Context: an optimization exercise on an open-source flow, tuned for a short achievable clock period and few clock cycles. The choices shown serve that exercise and are no tape-out recipe.
In this exercise RTL edits were held to simulation tests only and were not proved equivalent to the original.
Power is estimated from default activity; no workload was simulated.

==> flow/constraint.sdc <==
create_clock -name core_clock -period 12.0 [get_ports {clk}]
set_input_delay 2.4000 -clock core_clock [delete_from_list [all_inputs] [get_ports {clk}]]
set_output_delay 2.4000 -clock core_clock [all_outputs]
set_load 0.01 [all_outputs]
==> flow/config.mk <==
export PLATFORM = sky130hd
export DESIGN_NAME = prc
export DESIGN_NICKNAME = prc
export VERILOG_FILES = /design/flow/design.v
export SDC_FILE = /design/flow/constraint.sdc
export NUM_CORES = 4
export LEC_CHECK = 0
export CAP_MARGIN = 20
export CORE_MARGIN = 2
export CORE_UTILIZATION = 65
export CTS_CLUSTER_DIAMETER = 200
export CTS_CLUSTER_SIZE = 30
export SLEW_MARGIN = 20
==> flow/standard.sh <==
#!/bin/bash
# synth_recipe.tcl (not shown) runs the flow's synth.tcl, then flattens the netlist and writes it again
# the make line also repeats each setting of config.mk as NAME=value (left out here)
make -C /OpenROAD-flow-scripts/flow DESIGN_CONFIG=/design/flow/config.mk WORK_HOME=/design/flow/orfs CLKGATE_MAP_FILE= SYNTH_SCRIPT=/design/flow/synth_recipe.tcl "${@:-finish}"
==> flow/flow/run.sh <==
#!/bin/bash
set -euo pipefail
bash standard.sh SETUP_SLACK_MARGIN=8.6 finish > standard_flow.log 2>&1
==> flow/design.v <==
module prc (
    input  wire         clk,
    input  wire         rst,
    input  wire         req_valid,
    output wire         req_ready,
    input  wire [1:0]   req_op,
    input  wire [2:0]   req_reg,
    input  wire [127:0] req_wdata,
    output reg          rsp_valid,
    output reg  [127:0] rsp_rdata
);
    function [5:0] f_shift(input [3:0] i);
        case (i)
            4'd0:  f_shift = 6'd0;   4'd1:  f_shift = 6'd4;
            4'd2:  f_shift = 6'd8;   4'd3:  f_shift = 6'd12;
            4'd4:  f_shift = 6'd16;  4'd5:  f_shift = 6'd20;
            4'd6:  f_shift = 6'd24;  4'd7:  f_shift = 6'd28;
            4'd8:  f_shift = 6'd32;  4'd9:  f_shift = 6'd35;
            4'd10: f_shift = 6'd38;  4'd11: f_shift = 6'd41;
            4'd12: f_shift = 6'd44;  4'd13: f_shift = 6'd46;
            4'd14: f_shift = 6'd48;  default: f_shift = 6'd49;
        endcase
    endfunction
    function [2:0] f_width(input [3:0] i);
        if (i < 4'd8)       f_width = 3'd4;
        else if (i < 4'd12) f_width = 3'd3;
        else if (i < 4'd14) f_width = 3'd2;
        else if (i < 4'd15) f_width = 3'd1;
        else                f_width = 3'd0;
    endfunction
    function [3:0] f_mask(input [3:0] i);
        case (f_width(i))
            3'd4:    f_mask = 4'hF;
            3'd3:    f_mask = 4'h7;
            3'd2:    f_mask = 4'h3;
            3'd1:    f_mask = 4'h1;
            default: f_mask = 4'h0;
        endcase
    endfunction
    function [3:0] f_field(input [63:0] h, input [3:0] i);
        reg [63:0] t;
        begin
            t = h >> f_shift(i);
            f_field = t[3:0] & f_mask(i);
        end
    endfunction
    reg [63:0]  hash_r;
    reg [127:0] arr_r;
    reg [15:0]  used_r;
    reg [7:0]   val_r;
    reg         st_err, st_ovf;
    reg [3:0]   st_cause, st_pos;
    reg [84:0]  ub_r, zb_r;
    reg [127:0] arr_f;
    reg [63:0]  hash_f;
    reg rst_q;
    reg         ready_q;
    reg         n_v;
    reg [1:0]   n_op;
    reg [2:0]   n_reg;
    reg [127:0] n_data;
    reg         h_v, h_enc;
    assign req_ready = ready_q;
    wire       n_enc   = n_op[1] && (n_data[7:0] == 8'hB0);
    wire       n_dec   = n_op[1] && (n_data[7:0] == 8'hA0);
    wire       s0_v    = n_v || h_v;
    wire [1:0] s0_op   = h_v ? 2'd2 : n_op;
    wire [2:0] s0_reg  = n_reg;
    wire [127:0] s0_data = n_data;
    wire [7:0] s0_w    = h_v ? (h_enc ? 8'hB0 : 8'hA0) : n_data[7:0];
    wire       s0_rd   = (s0_op == 2'd0);
    wire       s0_wr   = (s0_op == 2'd1);
    wire       s0_cmd  = s0_op[1];
    wire       s0_enc  = h_v ? h_enc : n_enc;
    wire       s0_dec  = h_v ? !h_enc : n_dec;
    wire       s0_pack = !h_v && n_op[1] && (n_data[7:4] == 4'h5);
    reg [2:1] wa, wh;
    reg [2:1] ev;
    reg       fr_a, fr_h;
    wire s0_blk = s0_v && ((s0_enc && ((|wa) || fr_a)) || (s0_dec && ((|wh) || fr_h)));
    wire s0_iss = s0_v && !s0_blk;
    wire kill_a = s0_iss && s0_wr && (s0_reg == 3'd1);
    wire kill_h = s0_iss && s0_wr && (s0_reg == 3'd0);
    wire pend_a_n = (s0_iss && s0_dec) || ((|wa) && !kill_a) || rst_q;
    wire pend_h_n = (s0_iss && (s0_enc || s0_pack)) || ((|wh) && !kill_h) || rst_q;
    wire in_enc = req_op[1] && (req_wdata[7:0] == 8'hB0);
    wire in_dec = req_op[1] && (req_wdata[7:0] == 8'hA0);
    wire blk_n  = ready_q ? (req_valid && ((in_enc && pend_a_n) || (in_dec && pend_h_n)))
                          : (s0_blk && ((s0_enc && pend_a_n) || (s0_dec && pend_h_n)));
    always @(posedge clk) begin
        n_op   <= req_op;
        n_reg  <= req_reg;
        n_data <= req_wdata;
        h_enc  <= s0_enc;
        if (rst) begin
            n_v     <= 1'b0;
            h_v     <= 1'b0;
            ready_q <= 1'b1;
        end else begin
            n_v     <= req_valid && ready_q;
            h_v     <= s0_blk;
            ready_q <= !blk_n;
        end
        rst_q <= rst;
    end
    localparam D_RD = 0, D_WR = 1, D_RH = 2, D_RA = 3, D_RU = 4, D_RV = 5, D_RS = 6,
               D_LC = 7, D_UNP = 8, D_PACK = 9, D_CLRU = 10, D_MARK = 11, D_CUB = 12,
               D_NTHU = 13, D_DEC = 14, D_ENC = 15, D_ILL = 16, D_CONST = 17,
               D_IDX = 25, D_MASK = 41, D_DATA = 45, DW = 173;
    reg [DW-1:0] s0_desc;
    always @(*) begin : mkdesc
        reg [3:0] op, idx;
        reg       i0;
        op  = s0_w[7:4];
        idx = s0_w[3:0];
        i0  = (idx == 4'd0);
        s0_desc = {DW{1'b0}};
        s0_desc[D_RD] = s0_rd;
        s0_desc[D_WR] = s0_wr;
        s0_desc[D_RH] = (s0_reg == 3'd0);
        s0_desc[D_RA] = (s0_reg == 3'd1);
        s0_desc[D_RU] = (s0_reg == 3'd2);
        s0_desc[D_RV] = (s0_reg == 3'd3);
        s0_desc[D_RS] = (s0_reg == 3'd4);
        s0_desc[D_LC]   = s0_cmd && (op == 4'h1 || op == 4'h2 || op == 4'h3);
        s0_desc[D_UNP]  = s0_cmd && (op == 4'h4);
        s0_desc[D_PACK] = s0_cmd && (op == 4'h5);
        s0_desc[D_CLRU] = s0_cmd && (op == 4'h6) && i0;
        s0_desc[D_MARK] = s0_cmd && (op == 4'h7) && i0;
        s0_desc[D_CUB]  = s0_cmd && (op == 4'h8) && i0;
        s0_desc[D_NTHU] = s0_cmd && (op == 4'h9) && i0;
        s0_desc[D_DEC]  = s0_cmd && (op == 4'hA) && i0;
        s0_desc[D_ENC]  = s0_cmd && (op == 4'hB) && i0;
        s0_desc[D_ILL]  = s0_cmd && (op == 4'h0 || op >= 4'hC || (op >= 4'h6 && !i0));
        case (op)
            4'h1:    s0_desc[D_CONST +: 8] = {5'd0, f_width(idx)};
            4'h2:    s0_desc[D_CONST +: 8] = {2'd0, f_shift(idx)};
            default: s0_desc[D_CONST +: 8] = {4'd0, f_mask(idx)};
        endcase
        s0_desc[D_IDX +: 16] = 16'd1 << idx;
        s0_desc[D_MASK +: 4] = f_mask(idx);
        s0_desc[D_DATA +: 128] = s0_data;
    end
    reg [DW-1:0] d1, d2;
    always @(posedge clk) begin
        d1 <= s0_desc;
        d2 <= d1;
        if (rst) begin
            ev   <= 2'b00;
            wa   <= 2'b00;
            wh   <= 2'b00;
            fr_a <= 1'b0;
            fr_h <= 1'b0;
        end else begin
            ev[1] <= s0_iss;
            ev[2] <= ev[1];
            wa[1] <= s0_iss && s0_dec;
            wa[2] <= wa[1] && !kill_a;
            wh[1] <= s0_iss && (s0_enc || s0_pack);
            wh[2] <= wh[1] && !kill_h;
            fr_a  <= (wa[2] && !kill_a) || rst_q;
            fr_h  <= (wh[2] && !kill_h) || rst_q;
        end
    end
    wire [127:0] arr_fx  = kill_a ? s0_data : arr_f;
    wire [63:0]  hash_fx = kill_h ? s0_data[63:0] : hash_f;
    reg [63:0] encp_lo;
    reg [63:0] encp_e;
    reg [15:0] encp_bad;
    always @(posedge clk) begin : enc_s1
        integer i, j, s;
        reg [7:0]  e [0:15];
        reg        dup;
        reg [15:0] u;
        reg [3:0]  lo;
        for (i = 0; i < 16; i = i + 1) e[i] = arr_fx[8*i +: 8];
        for (i = 0; i < 16; i = i + 1) begin
            encp_e[4*i +: 4] <= e[i][3:0];
            dup = 1'b0;
            for (j = 0; j < i; j = j + 1)
                dup = dup | (e[j][3:0] == e[i][3:0]);
            encp_bad[i] <= (e[i][7:4] != 4'd0) | dup;
            for (s = 0; s < 16; s = s + 1) begin
                u[s] = 1'b0;
                for (j = 0; j < i; j = j + 1)
                    u[s] = u[s] | (e[j][3:0] == s[3:0]);
            end
            lo = 4'd0;
            for (s = 15; s >= 0; s = s - 1)
                if (!u[s]) lo = s[3:0];
            encp_lo[4*i +: 4] <= lo;
        end
    end
    reg [63:0] enc1_rank;
    reg        enc1_err;
    reg [3:0]  enc1_pos;
    always @(posedge clk) begin : enc_s2
        integer i;
        reg [3:0] pos;
        for (i = 0; i < 16; i = i + 1)
            enc1_rank[4*i +: 4] <= encp_e[4*i +: 4] - encp_lo[4*i +: 4];
        pos = 4'd0;
        for (i = 15; i >= 0; i = i - 1)
            if (encp_bad[i]) pos = i[3:0];
        enc1_err <= |encp_bad;
        enc1_pos <= pos;
    end
    reg [63:0] enc2_h;
    reg        enc2_ovf, enc2_err;
    reg [3:0]  enc2_pos;
    always @(posedge clk) begin : enc_s3
        integer i;
        reg [63:0] h;
        reg        ovf;
        h = 64'd0;
        ovf = 1'b0;
        for (i = 0; i < 16; i = i + 1) begin
            h = h | ({60'd0, enc1_rank[4*i +: 4]} << f_shift(i[3:0]));
            ovf = ovf | ((enc1_rank[4*i +: 4] & ~f_mask(i[3:0])) != 4'd0);
        end
        enc2_h   <= h;
        enc2_ovf <= ovf;
        enc2_err <= enc1_err;
        enc2_pos <= enc1_pos;
    end
    function [63:0] dstep(input [63:0] r, input [3:0] L);
        integer k;
        begin
            for (k = 0; k < 16; k = k + 1)
                dstep[4*k +: 4] = (k >= L) ? ((k < 15) ? r[4*(k+1) +: 4] : 4'd0) : r[4*k +: 4];
        end
    endfunction
    function [3:0] dsel(input [63:0] r, input [3:0] L);
        integer k;
        begin
            dsel = 4'd0;
            for (k = 0; k < 16; k = k + 1)
                if (L == k) dsel = dsel | r[4*k +: 4];
        end
    endfunction
    localparam DS1 = 6, DS2 = 12;
    reg [63:0] dec_L_c;
    reg        dec_err_c;
    reg [3:0]  dec_pos_c;
    always @(*) begin : dec_pre
        integer i;
        reg [3:0] L;
        dec_err_c = 1'b0;
        dec_pos_c = 4'd0;
        for (i = 0; i < 16; i = i + 1)
            dec_L_c[4*i +: 4] = f_field(hash_fx, i[3:0]);
        for (i = 15; i >= 0; i = i - 1) begin
            L = dec_L_c[4*i +: 4];
            if ({1'b0, L} >= 5'd16 - i[4:0]) begin
                dec_err_c = 1'b1;
                dec_pos_c = i[3:0];
            end
        end
    end
    reg [63:0] decp_rem, decp_a, decp_L;
    reg        decp_err;
    reg [3:0]  decp_pos;
    always @(posedge clk) begin : dec_s1
        integer i, k;
        reg [63:0] r, a;
        for (k = 0; k < 16; k = k + 1) r[4*k +: 4] = k[3:0];
        a = 64'd0;
        for (i = 0; i < DS1; i = i + 1) begin
            a[4*i +: 4] = dsel(r, dec_L_c[4*i +: 4]);
            r = dstep(r, dec_L_c[4*i +: 4]);
        end
        decp_rem <= r;
        decp_a   <= a;
        decp_L   <= dec_L_c;
        decp_err <= dec_err_c;
        decp_pos <= dec_pos_c;
    end
    reg [63:0] dec1_rem, dec1_a, dec1_L;
    reg        dec1_err;
    reg [3:0]  dec1_pos;
    always @(posedge clk) begin : dec_s2
        integer i;
        reg [63:0] r, a;
        r = decp_rem;
        a = decp_a;
        for (i = DS1; i < DS2; i = i + 1) begin
            a[4*i +: 4] = dsel(r, decp_L[4*i +: 4]);
            r = dstep(r, decp_L[4*i +: 4]);
        end
        dec1_rem <= r;
        dec1_a   <= a;
        dec1_L   <= decp_L;
        dec1_err <= decp_err;
        dec1_pos <= decp_pos;
    end
    reg [63:0] dec2_a;
    reg        dec2_err;
    reg [3:0]  dec2_pos;
    always @(posedge clk) begin : dec_s3
        integer i;
        reg [63:0] r, a;
        r = dec1_rem;
        a = dec1_a;
        for (i = DS2; i < 16; i = i + 1) begin
            a[4*i +: 4] = dsel(r, dec1_L[4*i +: 4]);
            r = dstep(r, dec1_L[4*i +: 4]);
        end
        dec2_a   <= a;
        dec2_err <= dec1_err;
        dec2_pos <= dec1_pos;
    end
    function [2:0] pc4(input [3:0] b);
        case (b)
            4'b0000: pc4 = 3'd0;
            4'b0001, 4'b0010, 4'b0100, 4'b1000: pc4 = 3'd1;
            4'b0111, 4'b1011, 4'b1101, 4'b1110: pc4 = 3'd3;
            4'b1111: pc4 = 3'd4;
            default: pc4 = 3'd2;
        endcase
    endfunction
    function [5:0] pw4(input [3:0] b);
        reg [2:0] c2, c3;
        begin
            c2  = pc4({2'b0, b[1:0]});
            c3  = pc4({1'b0, b[2:0]});
            pw4 = {c3[1:0], c2[1:0], 1'b0, b[0]};
        end
    endfunction
    reg [19:0] wc1_bu, wc1_bz;       
    reg [23:0] wc1_wu, wc1_wz;       
    always @(posedge clk) begin : wc_s1
        integer n;
        reg [4:0] t0, t1, t2, t3;
        t0 = {2'd0, pc4(s0_data[3:0])};   t1 = {2'd0, pc4(s0_data[7:4])};
        t2 = {2'd0, pc4(s0_data[11:8])};  t3 = {2'd0, pc4(s0_data[15:12])};
        wc1_bu <= {(t0 + t1) + (t2 + t3), (t0 + t1) + t2, t0 + t1, t0};
        t0 = {2'd0, pc4(~s0_data[3:0])};  t1 = {2'd0, pc4(~s0_data[7:4])};
        t2 = {2'd0, pc4(~s0_data[11:8])}; t3 = {2'd0, pc4(~s0_data[15:12])};
        wc1_bz <= {(t0 + t1) + (t2 + t3), (t0 + t1) + t2, t0 + t1, t0};
        for (n = 0; n < 4; n = n + 1) begin
            wc1_wu[6*n +: 6] <= pw4(s0_data[4*n +: 4]);
            wc1_wz[6*n +: 6] <= pw4(~s0_data[4*n +: 4]);
        end
    end
    reg [84:0] wu_ub, wu_zb;
    always @(posedge clk) begin : wc_s2
        integer n, j;
        reg [4:0] bu, bz;
        for (n = 0; n < 4; n = n + 1) begin
            bu = (n == 0) ? 5'd0 : wc1_bu[5*(n-1) +: 5];
            bz = (n == 0) ? 5'd0 : wc1_bz[5*(n-1) +: 5];
            wu_ub[5*(4*n) +: 5] <= bu;
            wu_zb[5*(4*n) +: 5] <= bz;
            for (j = 1; j < 4; j = j + 1) begin
                wu_ub[5*(4*n + j) +: 5] <= bu + {3'd0, wc1_wu[6*n + 2*(j-1) +: 2]};
                wu_zb[5*(4*n + j) +: 5] <= bz + {3'd0, wc1_wz[6*n + 2*(j-1) +: 2]};
            end
        end
        wu_ub[80 +: 5] <= wc1_bu[15 +: 5];
        wu_zb[80 +: 5] <= wc1_bz[15 +: 5];
    end
    wire         r_v     = ev[2];
    wire         r_rd    = d2[D_RD];
    wire         r_wr    = d2[D_WR];
    wire         r_rh    = d2[D_RH];
    wire         r_ra    = d2[D_RA];
    wire         r_ru    = d2[D_RU];
    wire         r_rv    = d2[D_RV];
    wire         r_rs    = d2[D_RS];
    wire [127:0] r_data  = d2[D_DATA +: 128];
    wire [15:0]  r_idx   = d2[D_IDX +: 16];
    wire [3:0]   r_mask  = d2[D_MASK +: 4];
    wire         c_lc    = d2[D_LC];
    wire         c_unp   = d2[D_UNP];
    wire         c_pack  = d2[D_PACK];
    wire         c_clru  = d2[D_CLRU];
    wire         c_mark  = d2[D_MARK];
    wire         c_cub   = d2[D_CUB];
    wire         c_nthu  = d2[D_NTHU];
    wire         c_dec   = d2[D_DEC];
    wire         c_enc   = d2[D_ENC];
    wire         c_ill   = d2[D_ILL];
    wire         r_cmd   = !r_rd && !r_wr;
    reg [3:0] unp_val;
    reg [63:0] pack_or;
    always @(*) begin : unpack_pack
        integer i;
        unp_val = 4'd0;
        pack_or = 64'd0;
        for (i = 0; i < 16; i = i + 1) begin
            if (r_idx[i]) begin
                unp_val = unp_val | f_field(hash_r, i[3:0]);
                pack_or = pack_or | ({56'd0, val_r} << f_shift(i[3:0]));
            end
        end
    end
    wire pack_ovf = (val_r[7:4] != 4'd0) || ((val_r[3:0] & ~r_mask) != 4'd0);
    wire        mark_bad = (val_r[7:4] != 4'd0);
    wire [15:0] mark_bit = 16'd1 << val_r[3:0];
    wire        mark_new = ((used_r & mark_bit) == 16'd0);
    reg [4:0] cub_val;
    always @(*) begin : cub
        integer p;
        cub_val = 5'd0;
        for (p = 0; p < 16; p = p + 1)
            if (val_r[3:0] == p[3:0]) cub_val = ub_r[5*p +: 5];
        if (val_r[7:4] != 4'd0) cub_val = ub_r[80 +: 5];
    end
    wire      nthu_ok = ({3'd0, zb_r[80 +: 5]} > val_r);
    reg [3:0] nthu_pos;
    always @(*) begin : nthu
        integer p;
        nthu_pos = 4'd0;
        for (p = 0; p < 16; p = p + 1)
            if (!used_r[p] && ({3'd0, zb_r[5*p +: 5]} == val_r))
                nthu_pos = nthu_pos | p[3:0];
    end
    reg [63:0]  hash_n;
    reg [127:0] arr_n;
    always @(*) begin
        hash_n = hash_r;
        if (r_v && r_wr && r_rh) hash_n = r_data[63:0];
        if (r_v && c_pack) hash_n = hash_r | pack_or;
        if (r_v && c_enc && !enc2_err) hash_n = enc2_h;
        arr_n = arr_r;
        if (r_v && r_wr && r_ra) arr_n = r_data;
        if (r_v && c_dec && !dec2_err) begin : da
            integer i;
            for (i = 0; i < 16; i = i + 1) arr_n[8*i +: 8] = {4'd0, dec2_a[4*i +: 4]};
        end
    end
    always @(posedge clk) begin : retire
        integer p;
        if (rst_q) begin
            hash_r   <= 64'd0;
            arr_r    <= 128'd0;
            used_r   <= 16'd0;
            val_r    <= 8'd0;
            st_err   <= 1'b0;
            st_ovf   <= 1'b0;
            st_cause <= 4'd0;
            st_pos   <= 4'd0;
            ub_r     <= 85'd0;
            for (p = 0; p <= 16; p = p + 1) zb_r[5*p +: 5] <= p[4:0];
            arr_f    <= 128'd0;
            hash_f   <= 64'd0;
        end else begin
            hash_r <= hash_n;
            arr_r  <= arr_n;
            if (kill_a) arr_f <= s0_data;
            else if (wa[2]) arr_f <= arr_n;
            if (kill_h) hash_f <= s0_data[63:0];
            else if (wh[2]) hash_f <= hash_n;
            if (r_v) begin
                if (r_wr && r_rv) val_r <= r_data[7:0];
                if (r_wr && r_ru) begin
                    used_r <= r_data[15:0];
                    ub_r   <= wu_ub;
                    zb_r   <= wu_zb;
                end
                if (r_cmd) begin
                    st_err   <= 1'b0;
                    st_ovf   <= 1'b0;
                    st_cause <= 4'd0;
                    st_pos   <= 4'd0;
                    if (c_lc)  val_r <= d2[D_CONST +: 8];
                    if (c_unp) val_r <= {4'd0, unp_val};
                    if (c_pack) st_ovf <= pack_ovf;
                    if (c_clru) begin
                        used_r <= 16'd0;
                        ub_r   <= 85'd0;
                        for (p = 0; p <= 16; p = p + 1) zb_r[5*p +: 5] <= p[4:0];
                    end
                    if (c_mark) begin
                        if (mark_bad) begin
                            st_err   <= 1'b1;
                            st_cause <= 4'd4;
                        end else begin
                            used_r <= used_r | mark_bit;
                            if (mark_new)
                                for (p = 1; p <= 16; p = p + 1)
                                    if (p > val_r[3:0]) begin
                                        ub_r[5*p +: 5] <= ub_r[5*p +: 5] + 5'd1;
                                        zb_r[5*p +: 5] <= zb_r[5*p +: 5] - 5'd1;
                                    end
                        end
                    end
                    if (c_cub) val_r <= {3'd0, cub_val};
                    if (c_nthu) begin
                        if (!nthu_ok) begin
                            st_err   <= 1'b1;
                            st_cause <= 4'd3;
                        end else begin
                            val_r <= {4'd0, nthu_pos};
                        end
                    end
                    if (c_dec && dec2_err) begin
                        st_err   <= 1'b1;
                        st_cause <= 4'd2;
                        st_pos   <= dec2_pos;
                    end
                    if (c_enc) begin
                        if (enc2_err) begin
                            st_err   <= 1'b1;
                            st_cause <= 4'd1;
                            st_pos   <= enc2_pos;
                        end else begin
                            st_ovf <= enc2_ovf;
                        end
                    end
                    if (c_ill) begin
                        st_err   <= 1'b1;
                        st_cause <= 4'd5;
                    end
                end
            end
        end
    end
    wire [31:0] status = {20'd0, st_pos, st_cause, 2'b00, st_ovf, st_err};
    always @(posedge clk) begin
        rsp_valid <= !rst && r_v;
        rsp_rdata <= ({128{r_rh}} & {64'd0, hash_r})
                   | ({128{r_ra}} & arr_r)
                   | ({128{r_ru}} & {112'd0, used_r})
                   | ({128{r_rv}} & {120'd0, val_r})
                   | ({128{r_rs}} & {96'd0, status});
    end
endmodule
==> summary.txt <==
STA
  • Grt repair worst endpoint: rsp_rdata[53]
  • Worst endpoint type: primary output

Synthesis
  • Mapped Area: 0.0947 sq mm
  • Post-synth EDFFs: 0
  • Mapped Cells: 10,900
  • Synth cell types: roughly 130
  • Synth warnings: 2
  • Area contributors post-synth: dfxtp_1 (40%), nand2_1 (4.6%), mux2i_1 (4.1%)
  • Main synth FF type: dfxtp_1
  • Flip-flop and latch count after synthesis: 1,914
  • Share of the synthesized area in the top cell type: about two fifths
  • Sequential fraction of the synthesis area: about 40%
  • Average cell area after synthesis: 8.72 sq um
  • Top-count cell post-synth: dfxtp_1
  • Area leader, netlist: dfxtp_1
  • Async set-reset flop share out of synthesis: 0%
  • Top post-synthesis cells by count: dfxtp_1 (1,914), nand2_1 (1,167), nor2_1 (827), a21oi_1 (595), clkbuf_1 (544)

Place
  • DP Area: 0.0980 sq mm
  • Port-buffer cells: 265
  • GPL Wtd Cong: roughly 1.1
  • Post-DP HPWL: 305 mm
  • Dpl ws: 6.36 ns

Global route
  • Pin count of the biggest net entering global routing: slightly below 90
  • Global route overflow: 51
  • All-Layer GR Usage: 63.3%

Floorplan
  • Row count: 140
  • Initial Util: approximately 65%
  • Die height: 386 um
  • # IOs: 266
  • Die width: 386 um

Status
  • Outcome: did not finish
  • Run Error: [ERROR GRT-0232] Routing congestion too high. Check the congestion heatmap in the GUI.
  • Failed at: global routing (5_1_grt)

Clock tree
  • Root buf cell: clkbuf_16
  • Clk buf depth: 3
  • TritonCTS buffer count: 73
  • CTS HTree Levels: 3
  • Clock sink total: 1,914
## power groups by stage
stage / Sequential, uW / Combinational [uW] / Clock (uW)
after global placement: 7120 / 929 / 0
after detailed placement: 7140 / 986 / 0
after floorplan: 6960 / 666 / 0
after CTS: 7000 / 1090 / 3130
## logic make-up after synthesis
logic type               after synthesis  synth area share [%]
multiplexers                         528                  6.07
flip-flops                          1914                  40.5
other                                  1               0.00396
AO/OA/AOI/OAI                       2753                  20.0
buffers and inverters               1182                  5.31
adder cells (fa/ha/maj)              215                  3.15
XOR/XNOR                             682                  6.31
AND/OR/NAND/NOR                     3586                  18.7
## layer usage
metal,global-route usage [%],overflow
met5,21.1,1
met4,54.4,25
met3,41.2,4
met2,81.8,17
met1,69.0,4
## metrics by stage
step	cells	power [uW]
2_1_floorplan	10900	7620
3_3_place_gp	12500	8050
3_5_place_dp	12500	8130
4_1_cts	12800	11200
## worst max-delay path by stage
stage	endpoint	slack, ns	cells after the start	startpoint
floorplan	wc1_bz[19]	8.59	15	n_data[5]
global placement	encp_lo[61]	6.52	11	h_v
detailed placement	encp_lo[61]	6.36	11	h_v
CTS	req_ready	8.31	1	ready_q
## what timing repair did
action,4_1_cts
pin swaps,74
setup buffers,174
resized for setup,1217
gates cloned,39
hold buffers,0
setup endpoints to repair,744
Testbench counts, summed over its fixed seeds: cycles 13,808.
